From an optimization exercise on the open Yosys and OpenROAD flow, aimed at small area, a short achievable clock period and few clock cycles; shortcuts taken in it are not production practice. Only simulation tests tie the RTL to the original design; equivalence was not proved. Power is estimated from default activity; no workload was simulated.

==> inputs of job 5662 <==
// ww_dec
module ww_dec #(
    parameter N = 28                   
) (
    input  wire        clk,
    input  wire        rst,
    input  wire        in_valid,
    input  wire [7:0]  in_data,
    output wire        in_ready,
    output wire        out_valid,
    input  wire        out_ready,
    output wire [1:0]  out_kind,
    output wire        out_end,
    output wire [31:0] out_data
);
Settings: LEC_CHECK=0, ABC_AREA=1, CAP_MARGIN=20, CORE_MARGIN=2, CORE_UTILIZATION=60, SETUP_SLACK_MARGIN=2.5, SLEW_MARGIN=20, SYNTH_MEMORY_MAX_BITS=16384; clock period 6.0 ns.
run.sh (not shown) runs the stock make flow with config.mk's settings and CLKGATE_MAP_FILE= SYNTH_SCRIPT=/design/flow/synth_recipe.tcl, a recipe that flattens the netlist after the stock synthesis.
==> job 4778: changes against job 5662 <==
--- a/flow/design.v
+++ b/flow/design.v
@@ -112,15 +112,15 @@
         if (l7)  base = 8'd13;                        
         if (l8)  base = c8_lt166 ? 8'd148 : 8'd55;    
         if (l9)  base = 8'd238;                       
         if (l11) base = k_lt238 ? 8'd66 : k_lt245 ? 8'd76 : k_lt251 ? 8'd102 : 8'd128;
     end
 endmodule
 module ww_dec #(
-    parameter N = 28                   
+    parameter N = 26                   
 ) (
     input  wire        clk,
     input  wire        rst,
     input  wire        in_valid,
     input  wire [7:0]  in_data,
     output wire        in_ready,
     output wire        out_valid,
- CORE_UTILIZATION: 60 -> 50
- SETUP_SLACK_MARGIN: 2.5 -> 2.55
==> job 1926: changes against job 5662 <==
--- a/flow/design.v
+++ b/flow/design.v
@@ -112,15 +112,15 @@
         if (l7)  base = 8'd13;                        
         if (l8)  base = c8_lt166 ? 8'd148 : 8'd55;    
         if (l9)  base = 8'd238;                       
         if (l11) base = k_lt238 ? 8'd66 : k_lt245 ? 8'd76 : k_lt251 ? 8'd102 : 8'd128;
     end
 endmodule
 module ww_dec #(
-    parameter N = 28                   
+    parameter N = 24                   
 ) (
     input  wire        clk,
     input  wire        rst,
     input  wire        in_valid,
     input  wire [7:0]  in_data,
     output wire        in_ready,
     output wire        out_valid,
@@ -278,16 +278,14 @@
                 assign mh[h] = (h / 4 == g) ? sel[h] : 1'b0;
             end
             assign sh_lo[g] = |ml;
             assign sh_hi[g] = |mh;
         end
     endgenerate
     wire [3:0] amt = {sh_hi[3] | sh_hi[2], sh_hi[3] | sh_hi[1], sh_lo[3] | sh_lo[2], sh_lo[3] | sh_lo[1]};
-    wire [3:0] amt_fb  = (state == S_RAW) ? 4'd8 : 4'd10;
-    wire [3:0] amt_all = full ? amt : fb ? amt_fb : 4'd0;
     wire [31:0] ival = (state == S_PAY) ? {count[23:0], w[12:5]} :
                        !w[12] ? {28'd0, w[11:8]} :
                        !w[11] ? {24'd0, w[10:3]} : {24'd0, w[9:2]};
     wire [31:0] cbase = fresh ? 32'd0 : count;
     wire [7:0] rot = {in_data, in_data} >> nb[2:0];    
     reg  [N-1:0] buf_in;
     integer i, k;
@@ -297,17 +295,23 @@
             if (take && (((k >> 3) == nb[4:3] && (k & 7) >= nb[2:0]) ||
                          ((k >> 3) == nb[4:3] + 2'd1 && (k & 7) < nb[2:0])))
                 buf_in[i] = rot[7 - (k & 7)];
             else
                 buf_in[i] = buf_q[i];
         end
     end
+    wire [N-1:0] buf_s1 = ({N{sh_lo[0]}} & buf_in) | ({N{sh_lo[1]}} & (buf_in << 1)) |
+                          ({N{sh_lo[2]}} & (buf_in << 2)) | ({N{sh_lo[3]}} & (buf_in << 3));
+    wire [N-1:0] buf_sh = ({N{sh_hi[0]}} & buf_s1) | ({N{sh_hi[1]}} & (buf_s1 << 4)) |
+                          ({N{sh_hi[2]}} & (buf_s1 << 8)) | ({N{sh_hi[3]}} & (buf_s1 << 12));
+    wire [N-1:0] buf_fb = (state == S_RAW) ? (buf_in << 8) : (buf_in << 10);
     wire [4:0]   nb8    = nb + (take ? 5'd8 : 5'd0);
+    wire [3:0]   amt_fb = (state == S_RAW) ? 4'd8 : 4'd10;
     always @(posedge clk) begin
-        buf_q <= buf_in << amt_all;
+        buf_q <= full ? buf_sh : fb ? buf_fb : buf_in;
         if (go) begin
             okind <= (state == S_ASC) ? 2'd0 :
                      (state == S_UTF) ? 2'd1 :
                      (state == S_RAW) ? 2'd2 : 2'd3;
             oend  <= bend;
             obyte <= sym;
         end
- CORE_UTILIZATION: 60 -> 40
- SETUP_SLACK_MARGIN: 2.5 -> 2.6
==> job 2585: changes against job 5662 <==
--- a/flow/design.v
+++ b/flow/design.v
@@ -112,15 +112,15 @@
         if (l7)  base = 8'd13;                        
         if (l8)  base = c8_lt166 ? 8'd148 : 8'd55;    
         if (l9)  base = 8'd238;                       
         if (l11) base = k_lt238 ? 8'd66 : k_lt245 ? 8'd76 : k_lt251 ? 8'd102 : 8'd128;
     end
 endmodule
 module ww_dec #(
-    parameter N = 28                   
+    parameter N = 26                   
 ) (
     input  wire        clk,
     input  wire        rst,
     input  wire        in_valid,
     input  wire [7:0]  in_data,
     output wire        in_ready,
     output wire        out_valid,
- CORE_UTILIZATION: 60 -> 45
- SETUP_SLACK_MARGIN: 2.5 -> 2.55
==> run notes <==
Job 1926 went through all stages and came out clean. Job 4778 finished clean. Job 5662 ran to the end with no violations. Job 2585 finished with timing, DRC and antenna clean. Power: job 5662 > job 2585 > job 4778 > job 1926. The lowest wire length belongs to job 2585, the highest to job 1926. Core utilization, highest first: job 5662, job 4778, job 2585, job 1926. The lowest global-route usage belongs to job 1926, the highest to job 5662. In job 4778 the flip-flop and latch count is higher than in job 1926, by 2. Synthesized cell count: job 5662 is smaller than job 1926 (about 0.9%). Non-clock buffer count, lowest first: job 1926, job 4778, job 2585, job 5662.
==> figures <==
Result of the run: job 2585 timing/DRC/antenna clean; job 1926 timing/DRC/antenna clean; job 5662 timing/DRC/antenna clean; job 4778 timing/DRC/antenna clean
Total number of tap cells: job 2585 229; job 1926 275; job 5662 180; job 4778 220
Combined area of all synthesized cells: job 2585 8340 um^2; job 1926 8540 um^2; job 5662 8690 um^2; job 4778 8340 um^2
Core Footprint: job 2585 18100 um^2; job 1926 21000 um^2; job 5662 14000 um^2; job 4778 16500 um^2
Mean post-synth cell area: job 2585 6.04 um^2; job 1926 5.84 um^2; job 5662 6.00 um^2; job 4778 6.04 um^2
Number of global-route vias before repair: job 2585 8418; job 1926 9141; job 5662 9351; job 4778 8838
Total wire length: job 2585 29400 um; job 1926 32400 um; job 5662 31400 um; job 4778 29700 um
Fin Hold WS: job 2585 523 ps; job 1926 524 ps; job 5662 547 ps; job 4778 516 ps
Layout Cells excl Fill: job 2585 1677; job 1926 1776; job 5662 1705; job 4778 1655
Largest net degree at the start of global routing: job 2585 42; job 1926 41; job 5662 40; job 4778 42
Sequential share of the synthesized area: job 2585 0.250; job 1926 0.238; job 5662 0.244; job 4778 0.250
Clk_buf instances: job 2585 10; job 1926 9; job 5662 11; job 4778 9
Clock group total power: job 2585 0.603 mW; job 1926 0.639 mW; job 5662 0.643 mW; job 4778 0.611 mW
First-pass GRT wire length: job 2585 45100 um; job 1926 49300 um; job 5662 47600 um; job 4778 46200 um
Clock Skews: job 2585 9.90 ps; job 1926 11.2 ps; job 5662 17.1 ps; job 4778 11.3 ps
Testbench counts of job 5662, summed over its fixed seeds: cycles 7,326.
Testbench counts of job 4778, summed over its fixed seeds: cycles 7,393.
Testbench counts of job 1926, summed over its fixed seeds: cycles 7,574.
Testbench counts of job 2585, summed over its fixed seeds: cycles 7,393.

-- afterwards: timing with drivers on the ports --
In the flow no input, the clock included, has a driving cell. The finished layouts below were timed again as built, in two steps. Step 1 (the two cells are an assumption about what drives the block):
set clk [get_ports {clk}]
set_driving_cell -lib_cell sky130_fd_sc_hd__clkbuf_16 $clk
set_driving_cell -lib_cell sky130_fd_sc_hd__buf_2 [delete_from_list [all_inputs] $clk]
Step 2 adds t to the input delays and takes it off the output delays; t is the mean of the earliest and latest rising clock arrival at the registers after step 1. Input paths then give back, and output paths get back, about the clock's delay inside the block. Slacks: no drivers / after step 1 / after step 2; pairs: no drivers / after step 1.
| run | t, ns | slack for setup (ns) | clock arrival spread, ns | slew at the worst register clock pin (ns) |
|---|---|---|---|---|
| job 5662 | 0.410 | 2.445 / 2.445 / 2.301 | 0.018 / 0.018 | 0.08 / 0.08 |
| job 4778 | 0.401 | 2.633 / 2.633 / 2.344 | 0.012 / 0.012 | 0.07 / 0.07 |
| job 1926 | 0.398 | 2.588 / 2.588 / 2.335 | 0.012 / 0.012 | 0.07 / 0.07 |
| job 2585 | 0.392 | 2.604 / 2.604 / 2.347 | 0.010 / 0.010 | 0.07 / 0.07 |
After both steps every run listed still meets setup and hold. The setup slack of job 4778, which loses most, moves by 0.000 ns with the drivers and by -0.289 ns with both steps.
